Context: an optimization exercise on an open-source flow, tuned for small area and few clock cycles. The choices shown serve that exercise and are no tape-out recipe. The RTL was checked by simulation tests, not by an equivalence proof against the original design. No activity file was given, so power comes from the tool's default toggle rates.

### flow/config.mk
export PLATFORM = sky130hd
export DESIGN_NAME = adf4350_enc
export DESIGN_NICKNAME = adf4350_enc
export VERILOG_FILES = /design/flow/design.v
export SDC_FILE = /design/flow/constraint.sdc
export NUM_CORES = 4
export LEC_CHECK = 0
export CAP_MARGIN = 20
export CORE_MARGIN = 2
export CORE_UTILIZATION = 40
export SLEW_MARGIN = 20
### flow/constraint.sdc
create_clock -name core_clock -period 10.0 [get_ports {clk}]
set_input_delay 2.0000 -clock core_clock [delete_from_list [all_inputs] [get_ports {clk}]]
set_output_delay 2.0000 -clock core_clock [all_outputs]
set_load 0.01 [all_outputs]
### flow/design.v
module adf4350_enc (
    input  wire        clk,
    input  wire        rst,          
    input  wire        cmd_valid,
    output wire        ready,
    input  wire [3:0]  cmd_op,
    input  wire [31:0] cmd_a,
    input  wire [15:0] cmd_b,
    output reg  [31:0] result,
    output wire        fault,
    output wire [1:0]  fault_code,
    output reg         cs_n,
    output reg         sclk,
    output reg         sdata
);
    localparam [3:0] OP_INIT        = 4'h1;
    localparam [3:0] OP_SET_FREQ    = 4'h2;
    localparam [3:0] OP_GET_FREQ    = 4'h3;
    localparam [3:0] OP_SET_PD      = 4'h4;
    localparam [3:0] OP_SET_RF_EN   = 4'h5;
    localparam [3:0] OP_SET_AUX_EN  = 4'h6;
    localparam [3:0] OP_SET_RF_PWR  = 4'h7;
    localparam [3:0] OP_SET_AUX_PWR = 4'h8;
    localparam [3:0] OP_SET_FB_TYPE = 4'h9;
    reg        initd;
    reg [1:0]  fault_cause;
    reg [31:0] fkhz;         
    reg [15:0] ref_mhz;      
    reg        fb;
    reg        pd;
    reg        aux_en;
    reg        rf_en;
    reg [1:0]  aux_pwr;
    reg [1:0]  rf_pwr;
    reg        busy;         
    reg [2:0]  frame;        
    reg [4:0]  bitp;         
    reg        fin;          
    reg [3:0]  ra;           
    reg [6:0]  rb;           
    reg [15:0] rc;           
    assign fault      = |fault_cause;
    assign fault_code = fault_cause;
    assign ready      = !busy && !fault;
    reg [2:0] div;
    always @(*) begin
        if      (fkhz < 32'd68750)   div = 3'd6;
        else if (fkhz < 32'd137500)  div = 3'd5;
        else if (fkhz < 32'd275000)  div = 3'd4;
        else if (fkhz < 32'd550000)  div = 3'd3;
        else if (fkhz < 32'd1100000) div = 3'd2;
        else if (fkhz < 32'd2200000) div = 3'd1;
        else                         div = 3'd0;
    end
    wire [4:0] nj = {frame[0], bitp[3:0]};
    wire [4:0] fi = nj - {2'b00, div};
    wire       nb = fkhz[fi];
    wire [4:0]  xa = {ra, nb};
    wire        qa = (xa >= 5'd10);
    wire [3:0]  ra_n = qa ? (xa[3:0] - 4'd10) : xa[3:0];
    wire [7:0]  xb = {rb, qa};
    wire        qb = (xb >= 8'd100);
    wire [6:0]  rb_n = qb ? (xb[6:0] - 7'd100) : xb[6:0];
    wire [16:0] xc = {rc, qb};
    wire [17:0] dc = {1'b0, xc} - {2'b00, ref_mhz};
    wire        qc = !dc[17];
    wire [15:0] rc_n = qc ? dc[15:0] : xc[15:0];
    wire [9:0]  mx  = frame[0] ? ref_mhz[9:0] : rc[9:0];
    wire [6:0]  ma  = frame[0] ? 7'd0 : rb;
    wire        mi  = !frame[0] && (ra >= 4'd5);
    wire [11:0] mx12 = {2'b00, mx};
    wire [11:0] y   = (mx12 << 6) + (mx12 << 5) + (mx12 << 2)
                      + {5'd0, ma} + {11'd0, mi};
    reg [31:0] word;
    always @(*) begin
        case (frame)
            3'd0:    word = {1'b0, {16{qc}}, y, 3'd0};
            3'd1:    word = {4'b0000, 1'b1, 12'd1, y, 3'd1};
            3'd2:    word = {1'b0, 2'b11, 3'b110, 11'd0, 1'b1, 1'b0, 4'b1110,
                             2'b00, 1'b1, pd, 2'b00, 3'd2};
            3'd3:    word = {17'd0, 12'd150, 3'd3};
            3'd4:    word = {8'd0, fb, div, 8'd200, 3'b000, aux_en, aux_pwr,
                             rf_en, rf_pwr, 3'd4};
            default: word = {8'd0, 2'b01, 1'b0, 2'b11, 16'd0, 3'd5};
        endcase
    end
    wire [4:0] bitp_n = bitp - 5'd1;
    wire accept  = cmd_valid && ready;
    wire op_ok   = (cmd_op >= OP_INIT) && (cmd_op <= OP_SET_FB_TYPE);
    wire is_init = (cmd_op == OP_INIT);
    wire b_zero  = (cmd_b == 16'd0);
    wire no_init = op_ok && !is_init && !initd;
    wire ref_bad = is_init && b_zero;
    wire commit  = op_ok && (cmd_op != OP_GET_FREQ) && !no_init && !ref_bad;
    wire a_nz = |cmd_a;
    wire [1:0] a_sat = (|cmd_a[31:2]) ? 2'd3 : cmd_a[1:0];
    wire adv  = busy && !cs_n && sclk;
    wire step = adv && bitp[4] && (frame[2:1] == 2'b00);
    always @(posedge clk) begin
        if (rst) begin
            busy        <= 1'b0;
            cs_n        <= 1'b1;
            sclk        <= 1'b0;
            initd       <= 1'b0;
            fault_cause <= 2'd0;
            fb          <= 1'b0;
            pd          <= 1'b0;
            aux_en      <= 1'b0;
            rf_en       <= 1'b0;
            aux_pwr     <= 2'd0;
            rf_pwr      <= 2'd0;
        end else begin
            if (accept) begin
                if (no_init)
                    fault_cause <= 2'd1;
                else if (ref_bad)
                    fault_cause <= 2'd2;
                if (is_init && !b_zero)
                    initd <= 1'b1;
                if (commit) begin
                    busy  <= 1'b1;
                    cs_n  <= 1'b0;
                    sdata <= 1'b0;
                    frame <= 3'd5;
                    bitp  <= 5'd31;
                    fin   <= 1'b0;
                end
                case (cmd_op)
                    OP_SET_PD:      pd      <= a_nz;
                    OP_SET_RF_EN:   rf_en   <= a_nz;
                    OP_SET_AUX_EN:  aux_en  <= a_nz;
                    OP_SET_RF_PWR:  rf_pwr  <= a_sat;
                    OP_SET_AUX_PWR: aux_pwr <= a_sat;
                    OP_SET_FB_TYPE: fb      <= a_nz;
                    default: ;
                endcase
            end else if (busy) begin
                if (cs_n) begin
                    cs_n  <= 1'b0;               
                    sdata <= 1'b0;               
                end else if (!sclk) begin
                    if (fin) begin
                        cs_n <= 1'b1;
                        fin  <= 1'b0;
                        if (frame == 3'd0)
                            busy <= 1'b0;
                        else
                            frame <= frame - 3'd1;
                    end else begin
                        sclk <= 1'b1;
                    end
                end else begin
                    sclk <= 1'b0;
                    bitp <= bitp_n;              
                    if (bitp == 5'd0)
                        fin <= 1'b1;
                    else
                        sdata <= word[bitp_n];
                end
            end
        end
    end
    always @(posedge clk) begin
        if (accept && (cmd_op == OP_INIT || cmd_op == OP_SET_FREQ))
            fkhz <= cmd_a;
        if (accept && is_init)
            ref_mhz <= cmd_b;
        if (accept && cmd_op == OP_GET_FREQ)
            result <= fkhz;
    end
    always @(posedge clk) begin
        if (!busy) begin
            ra <= 4'd0;
            rb <= 7'd0;
            rc <= 16'd0;
        end else if (step) begin
            ra <= ra_n;
            rb <= rb_n;
            rc <= rc_n;
        end
    end
endmodule
### flow/run.sh
#!/bin/bash
# synth_recipe.tcl (not shown) runs the flow's synth.tcl, then flattens the netlist and writes it again
# the make line also repeats each setting of config.mk as NAME=value (left out here)
make -C /OpenROAD-flow-scripts/flow DESIGN_CONFIG=/design/flow/config.mk WORK_HOME=/design/flow/orfs CLKGATE_MAP_FILE= SYNTH_SCRIPT=/design/flow/synth_recipe.tcl finish
==> results.py <==
metrics = {
    "layout": {
        "layout_common_cells": "93 x clkdlybuf4s50_1, 90 x edfxtp_1, 67 x nor2_1, 53 x nand2_1, 52 x ha_1",
        "n_antenna_cell": 0,
        "fin_nets": 963,
        "drive_gt1_share_pct": 7.67,
        "layout_commonest_cell": "clkdlybuf4s50_1",
        "syn2layout_area_growth_pct": 23.2,
        "fill_cells": 1775,
    },
    "synth": {
        "syn_area_per_cell_sq_um": 10.3,
        "synth_edf_count": 90,
        "synth_top_area_share_pct": 34.5,
        "yosys.cell_types.count": 70,
        "synth_cells": 761,
        "synth_area_leaders": "edfxtp_1 34%, dfxtp_1 10%, ha_1 8.3%",
        "ys_ff_latch": 131,
        "yosysTopAreaCell": "edfxtp_1",
        "syn_area_sq_mm": 0.00784,
        "synth_warnings": 1,
        "synth_nets": 877,
        "ys.flop_type": "edfxtp_1",
        "async_flop_share_pct": 0,
        "ys_seq_area_share_pct": 44.9,
    },
    "pwr": {
        "pwr-share-comb_pct": 6.6,
        "seq_power_share_pct": 45.2,
        "ir_drop_mv": 0.126,
        "internal_power_uw": 989,
        "finalPower_uw": 1320,
        "power.density_mw_per_mm2": 136,
        "clkPwrFrac_pct": 48.2,
        "power_leakage_uw": 0.00381,
        "switchingPower_uw": 327,
        "p_sw_share_pct": 24.8,
    },
    "global_routing": {
        "grt_pass1_wl_mm": 30.6,
        "grt_overflow_total": 0,
        "antenna_found_initial": 0,
        "gr-usage-all-layers_pct": 19.1,
        "grt_pass1_vias": 5789,
        "grt_start_max_net_pins": 33,
    },
    "cts": {
        "clkSlewWorstSetupHoldPaths_ns": 0.07,
        "cts_hold_buf": 0,
        "clock_latency_ns": 0.43,
        "cts_root_buf": "clkbuf_16",
        "cts_resized": 0,
        "cts_buffers": 17,
        "cts.path.max_buffers": 2,
        "cts_tree": "built",
        "cts_setup_buffers": 0,
        "htreeDepth": 4,
        "cts_sinks": 131,
    },
    "drt": {
        "antenna_left": 0,
        "vias": 6065,
        "avgRoutedWirePerCell_microns": 17.1,
        "dr.first_iter.drc_count": 440,
        "wl_mm": 19.2,
        "first_pass_iters": 5,
        "drc": 0,
        "viasPerCell": 5.39,
    },
    "setup_path": {
        "cp_num_buf_inv": 3,
        "startpoint": "fkhz[16]",
        "worstSetupPathType": "flop to flop",
        "path_max_fanout": 30,
        "r2r_slack_ns": 3.15,
        "slowest_stage": "fa_1",
        "end_kind": "flop",
        "critPathLaunchType": "flop",
        "rr_startpoint": "fkhz[16]",
        "critPathMostFrequentCell": "o21ai_1",
        "required_ns": 10.17,
        "max_stage_delay_ns": 0.58,
        "critPathArrivalTime_ns": 7.03,
        "cp_top_family": "compound AO/OA/AOI/OAI gates",
    },
    "timing": {
        "fin_setup_tns_ns": 0,
        "max_clock_freq_mhz": 146,
        "rsz0062_at_grt": "false",
        "max_slew.worst_pin.slew_ns": 1.07,
        "slew_headroom_pct": 28.9,
        "setup_viol": 0,
        "final_max_slew_viol_count": 0,
        "hold_viol": 0,
        "finalCritPeriodShare_pct": 68.5,
        "fin_crit_ns": 6.85,
        "finalClockSkew_ns": 0.0119,
    },
    "floorplan": {
        "die_area_sq_mm": 0.0207,
        "row_count": 51,
        "ios": 94,
        "dieWidth_microns": 144,
        "start_util_pct": 40.6,
        "die_h_microns": 144,
        "coreArea_sq_mm": 0.0193,
    },
    "worst_hold_path": {
        "holdCritStartpoint": "initd",
        "min_path_type": "flop to flop",
    },
    "job": {
        "cap_violations": 0,
    },
    "placement": {
        "port_buffers": 93,
        "dpl.hpwl_mm": 14.0,
        "gp_congestion": 0.895,
    },
    "run_status": {
        "status": "complete, no violations",
    },
}
stage by stage:
stage	cell area, sq um	setup slack [ns]	instances	hold slack (ns)	util (%)
after global placement	9050	3.37	1093	0.457	46.8
after global routing	9660	2.63	1125	0.490	50.0
after CTS	9660	3.16	1125	0.484	50.0
after detailed placement	9050	3.22	1093	0.468	46.8
after floorplan	7840	3.99	761	0.417	-
final	9660	3.15	1125	0.483	50.0
kinds of logic after synthesis:
group	Yosys count	share of synthesized area, %
simple gates	242	15.2
compound gates	189	16.6
flops	131	44.9
buf+inv	75	3.72
fa+ha+maj	61	10.6
xor+xnor	32	3.57
mux	31	5.39
tightest hold or removal path, cell delays in order, from the launching register on:
cell,delay [ns]
dfxtp_1,0.33
a21oi_1,0.05
nor2_1,0.07
layer usage:
metal | vias up | track usage, % | part of all wire [%]
met5 | - | 0 | 0
met2 | 118 | 28.8 | 45
li1 | 3031 | - | -
met4 | 0 | 6.19 | 1.1
met3 | 11 | 3.94 | 4.3
met1 | 2905 | 27.7 | 50
power groups by stage:
stage | registers [uW] | logic [uW] | clock network, uW
after floorplan | 604 | 42.9 | 0
after global placement | 606 | 86.1 | 0
after detailed placement | 606 | 86.4 | 0
after CTS | 594 | 87.0 | 649
after global routing | 595 | 94.9 | 672
final | 594 | 86.5 | 634
sequential cells by signal, indices dropped and copies added, names as in the netlist, 2 cells and up:
signal and count:
ref_mhz 16, fault_cause 2, rb 7, rc 16
rf_pwr 2, bitp 5, fkhz 32, frame 3
aux_pwr 2, result 32, ra 4
synth_stat cells (all sizes together), types with 9 or more instances:
library cell,instances
edfxtp,90
xnor2,23
mux2i,16
nor2,67
o211a,15
o21ai,37
xor2,9
clkbuf,28
dfxtp,41
nor4,22
nor2b,15
inv,42
fa,9
nand2,53
ha,52
a21oi,50
nand2b,9
a211oi,10
nor3,17
nand3,21
layout make-up:
type,instances,area [sq um],share of cell area [%]
Timing Repair Buffer,99,976,10.1
Inverter,43,161,1.67
Clock inverter,15,184,1.90
Sequential cell,131,3520,36.5
Clock buffer,17,425,4.40
Multi-Input combinational cell,555,4060,42.0
Tap cell,265,332,3.43
final timing paths:
kind / to / depth (start not counted)
worst max-delay path: sdata / 25
worst min-delay path: initd / 2
worst max register to register: sdata / 25
worst min register to register: initd / 2
Testbench counts, summed over its fixed seeds: cycles 427,413.

separate check: timing with driven ports:
The flow's constraints put no driver on any port. The routed layout listed below was extracted and timed again, unchanged, in two steps. Step 1 sets driving cells, clkbuf_16 on the clock port and buf_2 on the other inputs (assumed; they add their load-dependent delay and slew). Step 2 moves the port delays by t, midway between the first and last clock arrival at a register: inputs arrive t later, outputs are due t later. That takes back most of the time a late clock gives input paths. Three values: no drivers, after step 1, after step 2; two values: the first two.
t, ns: 0.469
setup slack, ns: 3.145 / 3.145 / 3.145
hold WS [ns]: 0.483 / 0.483 / 0.483
worst setup path at the end: register to register
worst slew at a driven data input, ns: 0.04
After both steps setup and hold are still met in this run. The setup slack of this run moves by 0.000 ns with the drivers and by 0.000 ns with both steps.
